What follows belongs to an exercise in optimizing a design on an open flow for small area and a short achievable clock period; a production flow would make more cautious choices.
Only simulation tests tie the RTL to the original design; equivalence was not proved.
Power and IR drop assume default switching activity.

==> flow/design.v <==
module fa (
    input  wire a,
    input  wire b,
    input  wire c,
    output wire s,
    output wire co
);
    assign s  = a ^ b ^ c;
    assign co = (a & b) | (c & (a ^ b));
endmodule
module ha (
    input  wire a,
    input  wire b,
    output wire s,
    output wire co
);
    assign s  = a ^ b;
    assign co = a & b;
endmodule
module mix_sum (
    input  wire [16:0] p0,
    input  wire [16:0] p1,
    output wire [7:0]  v
);
    wire [16:0] t0, t1;
    f16_trunc u_t0 (.p(p0), .t(t0));
    f16_trunc u_t1 (.p(p1), .t(t1));
    wire [17:0] s = t0 + t1;
    assign v = (|s[17:16]) ? 8'd255 : s[15:8];
endmodule
module f16_trunc (
    input  wire [16:0] p,
    output wire [16:0] t
);
    wire [5:0] keep;
    genvar i;
    generate
        for (i = 0; i < 6; i = i + 1) begin : g_keep
            assign keep[i] = ~|p[16:11+i];
        end
    endgenerate
    wire tiny = ~|p[16:2];
    assign t = {p[16:6], p[5:2] & keep[5:2], p[1:0] & keep[1:0] & {2{~tiny}}};
endmodule
module umul8x9 (
    input  wire [7:0]  a,
    input  wire [8:0]  g,
    input  wire [10:0] g3,
    output wire [16:0] p
);
    wire d01 = a[0] & ~a[1];
    wire d02 = ~a[0] & a[1];
    wire d03 = a[0] & a[1];
    wire [10:0] v0 = ({11{d01}} & {2'b00, g}) | ({11{d02}} & {1'b0, g, 1'b0}) | ({11{d03}} & g3);
    wire d11 = a[2] & ~a[3];
    wire d12 = ~a[2] & a[3];
    wire d13 = a[2] & a[3];
    wire [10:0] v1 = ({11{d11}} & {2'b00, g}) | ({11{d12}} & {1'b0, g, 1'b0}) | ({11{d13}} & g3);
    wire d21 = a[4] & ~a[5];
    wire d22 = ~a[4] & a[5];
    wire d23 = a[4] & a[5];
    wire [10:0] v2 = ({11{d21}} & {2'b00, g}) | ({11{d22}} & {1'b0, g, 1'b0}) | ({11{d23}} & g3);
    wire d31 = a[6] & ~a[7];
    wire d32 = ~a[6] & a[7];
    wire d33 = a[6] & a[7];
    wire [10:0] v3 = ({11{d31}} & {2'b00, g}) | ({11{d32}} & {1'b0, g, 1'b0}) | ({11{d33}} & g3);
    wire m_1, m_2;
    ha m_u2 (.a(v0[6]), .b(v1[4]), .s(m_1), .co(m_2));
    wire m_3, m_4;
    fa m_u4 (.a(v0[7]), .b(v1[5]), .c(v2[3]), .s(m_3), .co(m_4));
    wire m_5, m_6;
    fa m_u6 (.a(v0[8]), .b(v1[6]), .c(v2[4]), .s(m_5), .co(m_6));
    wire m_7, m_8;
    fa m_u8 (.a(v0[9]), .b(v1[7]), .c(v2[5]), .s(m_7), .co(m_8));
    wire m_9, m_10;
    fa m_u10 (.a(v0[10]), .b(v1[8]), .c(v2[6]), .s(m_9), .co(m_10));
    wire m_11, m_12;
    ha m_u12 (.a(v1[9]), .b(v2[7]), .s(m_11), .co(m_12));
    wire m_13, m_14;
    ha m_u14 (.a(v1[10]), .b(v2[8]), .s(m_13), .co(m_14));
    wire m_15, m_16;
    ha m_u16 (.a(v0[4]), .b(v1[2]), .s(m_15), .co(m_16));
    wire m_17, m_18;
    fa m_u18 (.a(v0[5]), .b(v1[3]), .c(v2[1]), .s(m_17), .co(m_18));
    wire m_19, m_20;
    fa m_u20 (.a(v2[2]), .b(v3[0]), .c(m_1), .s(m_19), .co(m_20));
    wire m_21, m_22;
    fa m_u22 (.a(v3[1]), .b(m_2), .c(m_3), .s(m_21), .co(m_22));
    wire m_23, m_24;
    fa m_u24 (.a(v3[2]), .b(m_4), .c(m_5), .s(m_23), .co(m_24));
    wire m_25, m_26;
    fa m_u26 (.a(v3[3]), .b(m_6), .c(m_7), .s(m_25), .co(m_26));
    wire m_27, m_28;
    fa m_u28 (.a(v3[4]), .b(m_8), .c(m_9), .s(m_27), .co(m_28));
    wire m_29, m_30;
    fa m_u30 (.a(v3[5]), .b(m_10), .c(m_11), .s(m_29), .co(m_30));
    wire m_31, m_32;
    fa m_u32 (.a(v3[6]), .b(m_12), .c(m_13), .s(m_31), .co(m_32));
    wire m_33, m_34;
    fa m_u34 (.a(v2[9]), .b(v3[7]), .c(m_14), .s(m_33), .co(m_34));
    wire m_35, m_36;
    ha m_u36 (.a(v2[10]), .b(v3[8]), .s(m_35), .co(m_36));
    wire [16:0] m_a = {v3[10], v3[9], m_34, m_32, m_30, m_28, m_26, m_24, m_22, m_20, m_18, m_16, v2[0], v0[3], v0[2], v0[1], v0[0]};
    wire [16:0] m_b = {1'b0, m_36, m_35, m_33, m_31, m_29, m_27, m_25, m_23, m_21, m_19, m_17, m_15, v1[1], v1[0], 1'b0, 1'b0};
    assign p = m_a + m_b;
endmodule
module csc_pre (
    input  wire [7:0]  y,
    input  wire [7:0]  cb,
    input  wire [7:0]  cr,
    output wire [16:0] y298
);
    wire p_1, p_2;
    ha p_u2 (.a(y[7]), .b(y[5]), .s(p_1), .co(p_2));
    wire p_3, p_4;
    ha p_u4 (.a(y[6]), .b(y[4]), .s(p_3), .co(p_4));
    wire p_5, p_6;
    ha p_u6 (.a(y[7]), .b(y[5]), .s(p_5), .co(p_6));
    wire p_7, p_8;
    ha p_u8 (.a(y[4]), .b(y[2]), .s(p_7), .co(p_8));
    wire p_9, p_10;
    fa p_u10 (.a(y[5]), .b(y[3]), .c(y[1]), .s(p_9), .co(p_10));
    wire p_11, p_12;
    fa p_u12 (.a(y[6]), .b(y[4]), .c(y[2]), .s(p_11), .co(p_12));
    wire p_13, p_14;
    fa p_u14 (.a(y[3]), .b(y[0]), .c(p_1), .s(p_13), .co(p_14));
    wire p_15, p_16;
    fa p_u16 (.a(y[1]), .b(p_2), .c(p_3), .s(p_15), .co(p_16));
    wire p_17, p_18;
    fa p_u18 (.a(y[2]), .b(p_4), .c(p_5), .s(p_17), .co(p_18));
    wire p_19, p_20;
    fa p_u20 (.a(y[6]), .b(y[3]), .c(p_6), .s(p_19), .co(p_20));
    wire p_21, p_22;
    ha p_u22 (.a(y[7]), .b(y[4]), .s(p_21), .co(p_22));
    wire [16:0] p_a = {1'b0, y[7], y[6], y[5], p_20, p_18, p_16, p_14, p_12, p_10, p_8, y[0], y[3], y[2], y[1], y[0], 1'b0};
    wire [16:0] p_b = {1'b0, 1'b0, 1'b0, p_22, p_21, p_19, p_17, p_15, p_13, p_11, p_9, p_7, y[1], y[0], 1'b0, 1'b0, 1'b0};
    assign y298 = p_a + p_b;
endmodule
module ycbcr2rgb (
    input  wire [16:0] y298,
    input  wire [7:0]  cb,
    input  wire [7:0]  cr,
    output wire [7:0]  r,
    output wire [7:0]  g,
    output wire [7:0]  b
);
    wire [18:0] r_acc;
    wire r_1, r_2;
    ha r_u2 (.a(y298[5]), .b(cr[5]), .s(r_1), .co(r_2));
    wire r_3, r_4;
    fa r_u4 (.a(y298[6]), .b(cr[6]), .c(cr[3]), .s(r_3), .co(r_4));
    wire r_5, r_6;
    fa r_u6 (.a(y298[7]), .b(cr[7]), .c(cr[4]), .s(r_5), .co(r_6));
    wire r_7, r_8;
    fa r_u8 (.a(y298[8]), .b(cr[5]), .c(cr[4]), .s(r_7), .co(r_8));
    wire r_9, r_10;
    ha r_u10 (.a(cr[1]), .b(cr[0]), .s(r_9), .co(r_10));
    wire r_11, r_12;
    fa r_u12 (.a(y298[9]), .b(cr[6]), .c(cr[5]), .s(r_11), .co(r_12));
    wire r_13, r_14;
    ha r_u14 (.a(cr[2]), .b(cr[1]), .s(r_13), .co(r_14));
    wire r_15, r_16;
    fa r_u16 (.a(y298[10]), .b(cr[7]), .c(cr[6]), .s(r_15), .co(r_16));
    wire r_17, r_18;
    ha r_u18 (.a(cr[3]), .b(cr[2]), .s(r_17), .co(r_18));
    wire r_19, r_20;
    fa r_u20 (.a(y298[11]), .b(cr[7]), .c(cr[4]), .s(r_19), .co(r_20));
    wire r_21, r_22;
    ha r_u22 (.a(y298[4]), .b(cr[4]), .s(r_21), .co(r_22));
    wire r_23, r_24;
    fa r_u24 (.a(cr[2]), .b(cr[1]), .c(r_1), .s(r_23), .co(r_24));
    wire r_25, r_26;
    fa r_u26 (.a(cr[2]), .b(r_2), .c(r_3), .s(r_25), .co(r_26));
    wire r_27, r_28;
    fa r_u28 (.a(cr[3]), .b(cr[0]), .c(r_4), .s(r_27), .co(r_28));
    wire r_29, r_30;
    fa r_u30 (.a(r_6), .b(r_7), .c(r_9), .s(r_29), .co(r_30));
    wire r_31, r_32;
    fa r_u32 (.a(r_8), .b(r_10), .c(r_11), .s(r_31), .co(r_32));
    wire r_33, r_34;
    fa r_u34 (.a(r_12), .b(r_14), .c(r_15), .s(r_33), .co(r_34));
    wire r_35, r_36;
    fa r_u36 (.a(cr[3]), .b(r_16), .c(r_18), .s(r_35), .co(r_36));
    wire r_37, r_38;
    fa r_u38 (.a(y298[12]), .b(cr[5]), .c(cr[4]), .s(r_37), .co(r_38));
    wire r_39, r_40;
    fa r_u40 (.a(y298[13]), .b(cr[6]), .c(cr[5]), .s(r_39), .co(r_40));
    wire r_41, r_42;
    ha r_u42 (.a(y298[14]), .b(cr[7]), .s(r_41), .co(r_42));
    wire r_43, r_44;
    ha r_u44 (.a(y298[3]), .b(cr[3]), .s(r_43), .co(r_44));
    wire r_45, r_46;
    fa r_u46 (.a(cr[1]), .b(cr[0]), .c(r_21), .s(r_45), .co(r_46));
    wire r_47, r_48;
    assign r_47 = ~(r_22 ^ r_23);
    assign r_48 = r_22 | r_23;
    wire r_49, r_50;
    assign r_49 = ~(r_24 ^ r_25);
    assign r_50 = r_24 | r_25;
    wire r_51, r_52;
    fa r_u52 (.a(r_5), .b(r_26), .c(r_27), .s(r_51), .co(r_52));
    wire r_53, r_54;
    assign r_53 = ~(r_28 ^ r_29);
    assign r_54 = r_28 | r_29;
    wire r_55, r_56;
    fa r_u56 (.a(r_13), .b(r_30), .c(r_31), .s(r_55), .co(r_56));
    wire r_57, r_58;
    fa r_u58 (.a(r_17), .b(r_32), .c(r_33), .s(r_57), .co(r_58));
    wire r_59, r_60;
    fa r_u60 (.a(r_19), .b(r_34), .c(r_35), .s(r_59), .co(r_60));
    wire r_61, r_62;
    fa r_u62 (.a(r_20), .b(r_36), .c(r_37), .s(r_61), .co(r_62));
    wire r_63, r_64;
    assign r_63 = ~(r_38 ^ r_39);
    assign r_64 = r_38 | r_39;
    wire r_65, r_66;
    fa r_u66 (.a(cr[6]), .b(r_40), .c(r_41), .s(r_65), .co(r_66));
    wire r_67, r_68;
    fa r_u68 (.a(y298[15]), .b(cr[7]), .c(r_42), .s(r_67), .co(r_68));
    wire r_69, r_70;
    assign r_69 = ~y298[16];
    assign r_70 = y298[16];
    wire [18:0] r_a = {1'b1, 1'b1, r_68, r_66, r_64, r_62, r_60, r_58, r_56, r_54, r_52, r_50, r_48, r_46, r_44, cr[0], y298[2], y298[1], y298[0]};
    wire [18:0] r_b = {1'b0, r_70, r_69, r_67, r_65, r_63, r_61, r_59, r_57, r_55, r_53, r_51, r_49, r_47, r_45, r_43, cr[2], cr[1], cr[0]};
    assign r_acc = r_a + r_b;
    assign r = r_acc[18] ? 8'd0 : (|r_acc[17:16]) ? 8'd255 : r_acc[15:8];
    wire [18:0] g_acc;
    wire g_1, g_2;
    ha g_u2 (.a(y298[7]), .b(~cb[5]), .s(g_1), .co(g_2));
    wire g_3, g_4;
    fa g_u4 (.a(y298[8]), .b(~cb[6]), .c(~cb[3]), .s(g_3), .co(g_4));
    wire g_5, g_6;
    ha g_u6 (.a(~cb[2]), .b(~cr[4]), .s(g_5), .co(g_6));
    wire g_7, g_8;
    fa g_u8 (.a(y298[9]), .b(~cb[7]), .c(~cb[4]), .s(g_7), .co(g_8));
    wire g_9, g_10;
    ha g_u10 (.a(~cb[3]), .b(~cr[5]), .s(g_9), .co(g_10));
    wire g_11, g_12;
    fa g_u12 (.a(y298[10]), .b(~cb[5]), .c(~cb[4]), .s(g_11), .co(g_12));
    wire g_13, g_14;
    ha g_u14 (.a(~cr[6]), .b(~cr[4]), .s(g_13), .co(g_14));
    wire g_15, g_16;
    fa g_u16 (.a(y298[11]), .b(~cb[6]), .c(~cb[5]), .s(g_15), .co(g_16));
    wire g_17, g_18;
    ha g_u18 (.a(y298[12]), .b(~cb[7]), .s(g_17), .co(g_18));
    wire g_19, g_20;
    fa g_u20 (.a(y298[6]), .b(~cb[4]), .c(~cb[1]), .s(g_19), .co(g_20));
    wire g_21, g_22;
    fa g_u22 (.a(~cb[2]), .b(~cb[1]), .c(~cr[3]), .s(g_21), .co(g_22));
    wire g_23, g_24;
    ha g_u24 (.a(~cr[1]), .b(~cr[0]), .s(g_23), .co(g_24));
    wire g_25, g_26;
    fa g_u26 (.a(~cr[2]), .b(~cr[1]), .c(g_2), .s(g_25), .co(g_26));
    wire g_27, g_28;
    assign g_27 = ~(g_3 ^ g_5);
    assign g_28 = g_3 | g_5;
    wire g_29, g_30;
    fa g_u30 (.a(~cr[3]), .b(~cr[2]), .c(g_4), .s(g_29), .co(g_30));
    wire g_31, g_32;
    fa g_u32 (.a(g_6), .b(g_7), .c(g_9), .s(g_31), .co(g_32));
    wire g_33, g_34;
    fa g_u34 (.a(~cr[3]), .b(g_8), .c(g_10), .s(g_33), .co(g_34));
    wire g_35, g_36;
    assign g_35 = ~(g_11 ^ g_13);
    assign g_36 = g_11 | g_13;
    wire g_37, g_38;
    fa g_u38 (.a(~cr[7]), .b(~cr[5]), .c(~cr[4]), .s(g_37), .co(g_38));
    wire g_39, g_40;
    fa g_u40 (.a(g_12), .b(g_14), .c(g_15), .s(g_39), .co(g_40));
    wire g_41, g_42;
    fa g_u42 (.a(~cb[6]), .b(~cr[6]), .c(~cr[5]), .s(g_41), .co(g_42));
    wire g_43, g_44;
    assign g_43 = ~(g_16 ^ g_17);
    assign g_44 = g_16 | g_17;
    wire g_45, g_46;
    fa g_u46 (.a(y298[13]), .b(~cb[7]), .c(~cr[7]), .s(g_45), .co(g_46));
    wire g_47, g_48;
    ha g_u48 (.a(~cr[6]), .b(g_18), .s(g_47), .co(g_48));
    wire g_49, g_50;
    ha g_u50 (.a(y298[14]), .b(~cr[7]), .s(g_49), .co(g_50));
    wire g_51, g_52;
    ha g_u52 (.a(y298[4]), .b(~cb[2]), .s(g_51), .co(g_52));
    wire g_53, g_54;
    fa g_u54 (.a(y298[5]), .b(~cb[3]), .c(~cb[0]), .s(g_53), .co(g_54));
    wire g_55, g_56;
    fa g_u56 (.a(~cb[0]), .b(~cr[2]), .c(~cr[0]), .s(g_55), .co(g_56));
    wire g_57, g_58;
    fa g_u58 (.a(g_1), .b(g_20), .c(g_21), .s(g_57), .co(g_58));
    wire g_59, g_60;
    fa g_u60 (.a(g_22), .b(g_24), .c(g_25), .s(g_59), .co(g_60));
    wire g_61, g_62;
    fa g_u62 (.a(g_26), .b(g_28), .c(g_29), .s(g_61), .co(g_62));
    wire g_63, g_64;
    fa g_u64 (.a(g_30), .b(g_32), .c(g_33), .s(g_63), .co(g_64));
    wire g_65, g_66;
    fa g_u66 (.a(g_34), .b(g_36), .c(g_37), .s(g_65), .co(g_66));
    wire g_67, g_68;
    fa g_u68 (.a(g_38), .b(g_40), .c(g_41), .s(g_67), .co(g_68));
    wire g_69, g_70;
    fa g_u70 (.a(g_42), .b(g_44), .c(g_45), .s(g_69), .co(g_70));
    wire g_71, g_72;
    fa g_u72 (.a(g_46), .b(g_48), .c(g_49), .s(g_71), .co(g_72));
    wire g_73, g_74;
    ha g_u74 (.a(y298[2]), .b(~cb[0]), .s(g_73), .co(g_74));
    wire g_75, g_76;
    ha g_u76 (.a(y298[3]), .b(~cb[1]), .s(g_75), .co(g_76));
    wire g_77, g_78;
    assign g_77 = ~(~cr[0] ^ g_51);
    assign g_78 = ~cr[0] | g_51;
    wire g_79, g_80;
    fa g_u80 (.a(~cr[1]), .b(g_52), .c(g_53), .s(g_79), .co(g_80));
    wire g_81, g_82;
    fa g_u82 (.a(g_19), .b(g_54), .c(g_55), .s(g_81), .co(g_82));
    wire g_83, g_84;
    fa g_u84 (.a(g_23), .b(g_56), .c(g_57), .s(g_83), .co(g_84));
    wire g_85, g_86;
    fa g_u86 (.a(g_27), .b(g_58), .c(g_59), .s(g_85), .co(g_86));
    wire g_87, g_88;
    fa g_u88 (.a(g_31), .b(g_60), .c(g_61), .s(g_87), .co(g_88));
    wire g_89, g_90;
    fa g_u90 (.a(g_35), .b(g_62), .c(g_63), .s(g_89), .co(g_90));
    wire g_91, g_92;
    fa g_u92 (.a(g_39), .b(g_64), .c(g_65), .s(g_91), .co(g_92));
    wire g_93, g_94;
    fa g_u94 (.a(g_43), .b(g_66), .c(g_67), .s(g_93), .co(g_94));
    wire g_95, g_96;
    fa g_u96 (.a(g_47), .b(g_68), .c(g_69), .s(g_95), .co(g_96));
    wire g_97, g_98;
    assign g_97 = ~(g_70 ^ g_71);
    assign g_98 = g_70 | g_71;
    wire g_99, g_100;
    fa g_u100 (.a(y298[15]), .b(g_50), .c(g_72), .s(g_99), .co(g_100));
    wire g_101, g_102;
    assign g_101 = ~y298[16];
    assign g_102 = y298[16];
    wire [18:0] g_a = {1'b1, 1'b1, g_100, g_98, g_96, g_94, g_92, g_90, g_88, g_86, g_84, g_82, g_80, g_78, g_76, g_74, 1'b1, y298[1], y298[0]};
    wire [18:0] g_b = {1'b0, g_102, g_101, g_99, g_97, g_95, g_93, g_91, g_89, g_87, g_85, g_83, g_81, g_79, g_77, g_75, g_73, 1'b0, 1'b0};
    assign g_acc = g_a + g_b;
    assign g = g_acc[18] ? 8'd0 : (|g_acc[17:16]) ? 8'd255 : g_acc[15:8];
    wire [18:0] b_acc;
    wire b_1, b_2;
    ha b_u2 (.a(y298[9]), .b(cb[7]), .s(b_1), .co(b_2));
    wire b_3, b_4;
    ha b_u4 (.a(y298[5]), .b(cb[3]), .s(b_3), .co(b_4));
    wire b_5, b_6;
    assign b_5 = ~(y298[6] ^ cb[4]);
    assign b_6 = y298[6] | cb[4];
    wire b_7, b_8;
    assign b_7 = ~(y298[7] ^ cb[5]);
    assign b_8 = y298[7] | cb[5];
    wire b_9, b_10;
    assign b_9 = ~(y298[8] ^ cb[6]);
    assign b_10 = y298[8] | cb[6];
    wire b_11, b_12;
    assign b_11 = ~(cb[0] ^ b_1);
    assign b_12 = cb[0] | b_1;
    wire b_13, b_14;
    fa b_u14 (.a(y298[10]), .b(cb[1]), .c(b_2), .s(b_13), .co(b_14));
    wire b_15, b_16;
    assign b_15 = ~(y298[11] ^ cb[2]);
    assign b_16 = y298[11] | cb[2];
    wire b_17, b_18;
    ha b_u18 (.a(y298[12]), .b(cb[3]), .s(b_17), .co(b_18));
    wire b_19, b_20;
    assign b_19 = ~(y298[13] ^ cb[4]);
    assign b_20 = y298[13] | cb[4];
    wire b_21, b_22;
    assign b_21 = ~(y298[14] ^ cb[5]);
    assign b_22 = y298[14] | cb[5];
    wire b_23, b_24;
    assign b_23 = ~(y298[15] ^ cb[6]);
    assign b_24 = y298[15] | cb[6];
    wire b_25, b_26;
    ha b_u26 (.a(y298[16]), .b(cb[7]), .s(b_25), .co(b_26));
    wire [18:0] b_a = {1'b1, 1'b1, b_24, b_22, b_20, b_18, b_16, b_14, b_12, b_10, b_8, b_6, b_4, 1'b1, y298[4], y298[3], y298[2], y298[1], y298[0]};
    wire [18:0] b_b = {1'b0, b_26, b_25, b_23, b_21, b_19, b_17, b_15, b_13, b_11, b_9, b_7, b_5, b_3, cb[2], cb[1], cb[0], 1'b0, 1'b0};
    assign b_acc = b_a + b_b;
    assign b = b_acc[18] ? 8'd0 : (|b_acc[17:16]) ? 8'd255 : b_acc[15:8];
endmodule
module hdmi_mixer (
    input  wire        clk,
    input  wire        rst,
    input  wire [66:0] in_word,
    output wire        in_pop,
    input  wire        sel0,
    input  wire        sel1,
    input  wire [8:0]  gain0,
    input  wire [8:0]  gain1,
    output wire        out_hs,
    output wire        out_vs,
    output wire        out_de,
    output wire [7:0]  out_r,
    output wire [7:0]  out_g,
    output wire [7:0]  out_b
);
    localparam D_TA = 11;
    integer k;
    reg        uc, pop_q;
    reg [15:0] u_pix0, u_pix1;            
    reg        u_hs, u_vs, u_de;
    assign in_pop = pop_q;
    always @(posedge clk) begin
        u_pix0 <= uc ? in_word[50:35] : in_word[18:3];
        u_pix1 <= uc ? in_word[66:51] : in_word[34:19];
        if (rst) begin
            uc    <= 1'b0;
            pop_q <= 1'b0;
            u_hs  <= 1'b0;
            u_vs  <= 1'b0;
            u_de  <= 1'b0;
        end else begin
            uc    <= ~uc;
            pop_q <= ~pop_q;
            if (!uc) begin
                u_hs <= in_word[0];
                u_vs <= in_word[1];
                u_de <= in_word[2];
            end
        end
    end
    reg ta_hs [0:D_TA-1];
    reg ta_vs [0:D_TA-1];
    reg ta_de [0:D_TA-1];
    always @(posedge clk) begin
        if (rst) begin
            for (k = 0; k < D_TA; k = k + 1) begin
                ta_hs[k] <= 1'b0;
                ta_vs[k] <= 1'b0;
                ta_de[k] <= 1'b0;
            end
        end else begin
            ta_hs[0] <= u_hs;
            ta_vs[0] <= u_vs;
            ta_de[0] <= u_de;
            for (k = 1; k < D_TA; k = k + 1) begin
                ta_hs[k] <= ta_hs[k-1];
                ta_vs[k] <= ta_vs[k-1];
                ta_de[k] <= ta_de[k-1];
            end
        end
    end
    assign out_hs = ta_hs[D_TA-1];
    assign out_vs = ta_vs[D_TA-1];
    assign out_de = ta_de[D_TA-1];
    wire sop = u_de & ~ta_de[0];
    reg  sel_act0, sel_act1;
    wire s_eff0 = sop ? sel0 : sel_act0;
    wire s_eff1 = sop ? sel1 : sel_act1;
    always @(posedge clk) begin
        if (rst) begin
            sel_act0 <= 1'b0;
            sel_act1 <= 1'b0;
        end else begin
            sel_act0 <= s_eff0;
            sel_act1 <= s_eff1;
        end
    end
    reg [15:0] ch0 [1:5];
    reg [15:0] ch1 [1:5];
    reg [7:0]  cc0, cc1;                  
    always @(posedge clk) begin
        ch0[1] <= s_eff0 ? u_pix1 : u_pix0;
        ch1[1] <= s_eff1 ? u_pix1 : u_pix0;
        for (k = 2; k <= 5; k = k + 1) begin
            ch0[k] <= ch0[k-1];
            ch1[k] <= ch1[k-1];
        end
        cc0 <= ch0[5][15:8];
        cc1 <= ch1[5][15:8];
    end
    wire par = uc;
    wire [7:0] cb0 = par ? cc0 : ch0[5][15:8];
    wire [7:0] cr0 = par ? ch0[5][15:8] : ch0[4][15:8];
    wire [7:0] cb1 = par ? cc1 : ch1[5][15:8];
    wire [7:0] cr1 = par ? ch1[5][15:8] : ch1[4][15:8];
    wire [16:0] y298_0, y298_1;
    csc_pre u_pre0 (.y(ch0[5][7:0]), .cb(cb0), .cr(cr0), .y298(y298_0));
    csc_pre u_pre1 (.y(ch1[5][7:0]), .cb(cb1), .cr(cr1), .y298(y298_1));
    reg [16:0] a0_y, a1_y;
    reg [7:0]  a0_cb, a0_cr, a1_cb, a1_cr;
    always @(posedge clk) begin
        a0_y <= y298_0; a0_cb <= cb0; a0_cr <= cr0;
        a1_y <= y298_1; a1_cb <= cb1; a1_cr <= cr1;
    end
    wire [7:0] c0r, c0g, c0b, c1r, c1g, c1b;
    ycbcr2rgb u_csc0 (.y298(a0_y), .cb(a0_cb), .cr(a0_cr), .r(c0r), .g(c0g), .b(c0b));
    ycbcr2rgb u_csc1 (.y298(a1_y), .cb(a1_cb), .cr(a1_cr), .r(c1r), .g(c1g), .b(c1b));
    reg [7:0] q0r, q0g, q0b, q1r, q1g, q1b;
    always @(posedge clk) begin
        q0r <= c0r; q0g <= c0g; q0b <= c0b;
        q1r <= c1r; q1g <= c1g; q1b <= c1b;
    end
    reg  [8:0]  gain_act0, gain_act1;
    reg  [10:0] g3_act0, g3_act1;
    wire        gl = ta_de[5] & ~ta_de[6];
    always @(posedge clk) begin
        if (rst) begin
            gain_act0 <= 9'd128;
            gain_act1 <= 9'd128;
            g3_act0   <= 11'd384;
            g3_act1   <= 11'd384;
        end else if (gl) begin
            gain_act0 <= gain0;
            gain_act1 <= gain1;
            g3_act0   <= {2'b00, gain0} + {1'b0, gain0, 1'b0};
            g3_act1   <= {2'b00, gain1} + {1'b0, gain1, 1'b0};
        end
    end
    wire [16:0] m0r, m0g, m0b, m1r, m1g, m1b;
    umul8x9 u_m0r (.a(q0r), .g(gain_act0), .g3(g3_act0), .p(m0r));
    umul8x9 u_m0g (.a(q0g), .g(gain_act0), .g3(g3_act0), .p(m0g));
    umul8x9 u_m0b (.a(q0b), .g(gain_act0), .g3(g3_act0), .p(m0b));
    umul8x9 u_m1r (.a(q1r), .g(gain_act1), .g3(g3_act1), .p(m1r));
    umul8x9 u_m1g (.a(q1g), .g(gain_act1), .g3(g3_act1), .p(m1g));
    umul8x9 u_m1b (.a(q1b), .g(gain_act1), .g3(g3_act1), .p(m1b));
    reg [16:0] p0r, p0g, p0b, p1r, p1g, p1b;
    always @(posedge clk) begin
        p0r <= m0r; p0g <= m0g; p0b <= m0b;
        p1r <= m1r; p1g <= m1g; p1b <= m1b;
    end
    wire [7:0] m_r, m_g, m_b;
    mix_sum u_sum_r (.p0(p0r), .p1(p1r), .v(m_r));
    mix_sum u_sum_g (.p0(p0g), .p1(p1g), .v(m_g));
    mix_sum u_sum_b (.p0(p0b), .p1(p1b), .v(m_b));
    reg [23:0] o1, o2, o3;
    always @(posedge clk) begin
        o1 <= {m_r, m_g, m_b};
        o2 <= o1;
        o3 <= o2;
    end
    assign out_r = o3[23:16];
    assign out_g = o3[15:8];
    assign out_b = o3[7:0];
endmodule
==> flow/run.sh <==
#!/bin/bash
# synth_recipe.tcl (not shown) runs the flow's synth.tcl, then flattens the netlist and writes it again
# the make line also repeats each setting of config.mk as NAME=value (left out here)
make -C /OpenROAD-flow-scripts/flow DESIGN_CONFIG=/design/flow/config.mk WORK_HOME=/design/flow/orfs CLKGATE_MAP_FILE= SYNTH_SCRIPT=/design/flow/synth_recipe.tcl finish
==> flow/config.mk <==
export PLATFORM = sky130hd
export DESIGN_NAME = hdmi_mixer
export DESIGN_NICKNAME = hdmi_mixer
export VERILOG_FILES = /design/flow/design.v
export SDC_FILE = /design/flow/constraint.sdc
export NUM_CORES = 4
export LEC_CHECK = 0
export CAP_MARGIN = 20
export CORE_MARGIN = 2
export CORE_UTILIZATION = 40
export PLACE_DENSITY = 0.6
export SLEW_MARGIN = 20
export SYNTH_HIERARCHICAL = 1
export SYNTH_MINIMUM_KEEP_SIZE = 0
==> flow/constraint.sdc <==
create_clock -name core_clock -period 11.0 [get_ports {clk}]
set_input_delay 2.2000 -clock core_clock [delete_from_list [all_inputs] [get_ports {clk}]]
set_output_delay 2.2000 -clock core_clock [all_outputs]
set_load 0.01 [all_outputs]
==> flow_summary.ini <==
[sta]
relSlewSlack_pct = 27.7
tns_ps = 0
period_share_pct = 41.2
min_period_ps = 4530
worst_pin_slew_ps = 1080
slew_violations = 0
finalSetupViolCount = 0
skew_ps = 44.4
max_freq_mhz = 221
rsz0062_at_grt = false
final_hold_viol_count = 0

[drt]
viasPerCell = 5.37
postRouteAntennaNets = 0
vias = 27200
drcViolationCount = 0
drtPass1Iterations = 5
totalWireLength_mm = 91.2
wire_per_inst_um = 18.0
drtIter0Drc = 1871

[critical_path]
worst_setup_path_start_kind = flip-flop
cp_data_arrival_time_ps = 5010
crit_fanout = 8
crit_path_end_kind = flip-flop
cp.required_ps = 11480
critPathKind = flip-flop to flip-flop

[synthesis]
synth_seq_cells = 574
seq_area_frac_synth_pct = 29.9
syn-num-nets = 4470
netlist_instances = 3783
ys_warn_count = 17
ys_async_sr_fraction_pct = 0
syn_avg_cell_area_um2 = 10.2
synth_cell_type_count = 87
synth_edf_count = 0
ys.flop_type = dfxtp_1
synth_area_um2 = 38500

[pwr]
irDropWorstVdd_uv = 365
leakage_nw = 18.7
pwr_density_cell_nw_per_um2 = 343

[grt]
grt_max_degree = 78
grt_pass1_wl_mm = 147
antenna_found_initial = 4
grt_pass1_vias = 26900
grtUsageTotal_pct = 18.3
overflow = 0

[clock_tree]
post_cts_buffers = 0
postCtsHoldBufs = 0
cts_resized = 0
cts_tree = yes
cts_sinks = 574
cts_made_buffers = 58
clkTransAtPathRegs_ps = 60
cts_htree_levels = 2
cts-root-buf = clkbuf_16
clk_path_buf_depth = 3
clk_latency_ps = 670

[floorplanning]
die_w_um = 314
dieArea_um2 = 98600
die_h_um = 314
rows = 113
start_util_pct = 40.4
core_um2 = 95200
ioPinCount = 117

[placement]
gp_congestion = 0.864
hpwl_mm = 69.9
port_buffers = 116

[finish]
area_growth_syn_to_layout_pct = 9.55
nFillCells = 9026
drive_gt1_share_pct = 13.5
register_area_um2 = 11500
final_common_cell = dfxtp_1
mostFrequentLayoutCells = dfxtp_1 (572), ha_1 (382), mux2_2 (270)
multiInputGateArea_um2 = 24800
final_util_pct = 44.3
final_nets = 4445

[run_status]
status = timing/DRC/antenna clean

[flow_run]
max-cap-violations = 0

[worst_hold_path]
hold_path.class = flip-flop to flip-flop
[power breakdown]
| part | leakage (nW) | internal (mW) | switching [mW] | total, mW |
|---|---|---|---|---|
| Combinational | 13.0 | 4.08 | 4.93 | 9.01 |
| Clock | 1.00 | 1.20 | 0.876 | 2.08 |
| Sequential | 4.79 | 2.66 | 0.714 | 3.37 |
| Total | 18.7 | 7.94 | 6.52 | 14.5 |
[cells in the mapped netlist, types with 7 or more instances]
| library cell | instances | share of area (%) |
|---|---|---|
| xor2_1 | 27 | 0.61 |
| o22ai_1 | 7 | 0.11 |
| nor3b_1 | 11 | 0.21 |
| nand2_1 | 155 | 1.5 |
| nor4_1 | 8 | 0.13 |
| and3_1 | 53 | 0.86 |
| o21bai_1 | 14 | 0.27 |
| a221oi_2 | 9 | 0.35 |
| a21boi_1 | 11 | 0.21 |
| o21ai_0 | 87 | 1.1 |
| xnor2_1 | 92 | 2.1 |
| buf_4 | 87 | 1.7 |
| nand3_1 | 60 | 0.78 |
| a211oi_1 | 40 | 0.78 |
| o211ai_1 | 43 | 0.84 |
| a21o_1 | 55 | 1.1 |
| a21oi_2 | 22 | 0.50 |
| clkbuf_1 | 76 | 0.74 |
| o21ai_2 | 9 | 0.21 |
| a21oi_1 | 226 | 2.9 |
| nor2_1 | 162 | 1.6 |
| buf_2 | 39 | 0.51 |
| nor2b_1 | 132 | 2.1 |
| ha_1 | 382 | 12 |
| nand2b_1 | 29 | 0.47 |
| a221oi_1 | 19 | 0.43 |
| fa_1 | 216 | 11 |
| nand4_1 | 30 | 0.49 |
| mux2i_1 | 61 | 1.6 |
| a22o_1 | 194 | 4.4 |
| mux2_4 | 18 | 0.70 |
| or4_1 | 8 | 0.16 |
| nand4b_1 | 11 | 0.25 |
| nor3_1 | 59 | 0.77 |
| mux2_2 | 270 | 7.9 |
| dfxtp_1 | 574 | 30 |
| o21a_1 | 18 | 0.35 |
| o211a_1 | 21 | 0.55 |
| inv_1 | 253 | 2.5 |
| o31ai_1 | 17 | 0.33 |
| or3_1 | 16 | 0.26 |
| a31oi_1 | 13 | 0.21 |
[cells by family (layout without fill, tap and decap cells)]
logic type	count (synthesis)	count (layout)	share of synthesized area (%)
multiplexers	351	351	10.3
buffers and inverters	466	490	5.71
AND/OR/NAND/NOR	804	804	11.3
adder cells (fa/ha/maj)	598	598	23.7
flip-flops	574	574	29.9
XOR/XNOR	119	119	2.71
AO/OA/AOI/OAI	869	869	16.4
other	2	4	0.0195
[metrics by stage]
stage               std cells  total power [mW]  cell area [um^2]  hold WS (ps)  worst slack [ps]
floorplan                3783              10.5             38500           310              7000
global placement         4963              12.2             40100           310              6490
detailed placement       4963              12.3             40100           312              6520
CTS                      5072              14.5             42100           325              6470
global route             5072              15.9             42100           327              6170
finish                   5074              14.5             42100           324              6470
[cell type report]
| type | count | area share (%) |
|---|---|---|
| Clock buffer | 71 | 3.75 |
| Multi-Input combinational cell | 2743 | 58.8 |
| Clock inverter | 38 | 1.16 |
| Timing Repair Buffer | 128 | 2.96 |
| Inverter | 253 | 2.25 |
| Sequential cell | 574 | 27.3 |
| Tap cell | 1265 | 3.76 |
| Antenna cell | 2 | 0.0119 |
[Yosys stat by module (local to each module, per instance), a selection]
module      cells  flip-flops and latches  cell area [um^2]  copies in the design
umul8x9       196                       0              1570                     6
csc_pre        85                       0               634                     2
f16_trunc      23                       0               175                     6
mix_sum       120                       0               823                     3
ha              1                       0              12.5                    84
hdmi_mixer    943                     574             14300                     1
[worst max-delay path, stage by stage (launching register included)]
cell,delay [ps]
dfxtp_1,380
inv_1,120
fa_1,450
fa_1,460
fa_1,570
fa_1,420
ha_1,370
a2111oi_0,420
a31oi_1,220
o22ai_1,220
mux2i_1,570
a21oi_1,160
[sequential cells by signal, summed over array words and instances (netlist names), 16 cells and up]
| name | flops |
|---|---|
| p0b | 17 |
| a0_y | 17 |
| p1g | 17 |
| p1b | 17 |
| u_pix1 | 16 |
| o2 | 24 |
| u_pix0 | 16 |
| p0r | 17 |
| o3 | 24 |
| p0g | 17 |
| ch0 | 80 |
| a1_y | 17 |
| ch1 | 80 |
| o1 | 24 |
| p1r | 17 |
[layer usage]
metal  track usage (%)  share of wire (%)
met5                 0              0.014
met4              4.69                2.1
met3              3.37                5.4
met2              29.2                 44
met1              25.4                 48
[path summary, 6_finish.rpt]
path,slack (ps),from,cells after the start,end
hold reg to reg,320,o2[3]$_DFF_P_,0,o3[3]$_DFF_P_
hold / removal,320,o2[3]$_DFF_P_,0,o3[3]$_DFF_P_
setup reg to reg,6470,a0_cb[7]$_DFF_P_,11,q0g[2]$_DFF_P_
setup / recovery,6470,a0_cb[7]$_DFF_P_,11,q0g[2]$_DFF_P_

==> separate check: timing with driven ports <==
The results above use ideal ports. As a check the final layout listed here was re-extracted and re-timed, cells and wires unchanged.
Step 1 assumes that a clkbuf_16 drives the clock port and a buf_2 every other input.
Step 2, shift: input delay + t, output delay - t, t = (earliest + latest rising clock arrival at the registers) / 2. This alone moves slack from input paths to output paths.
a / b / c = no drivers / after step 1 / after step 2; a / b = the first two.
t, ns: 0.714
setup WS [ns]: 6.466 / 6.466 / 6.459
worst register clock-pin slew, ns: 0.07 / 0.07
pins driven straight from the clock port: 1
After both steps setup and hold are still met in this run. The setup slack of this run moves by 0.000 ns with the drivers and by -0.007 ns with both steps.
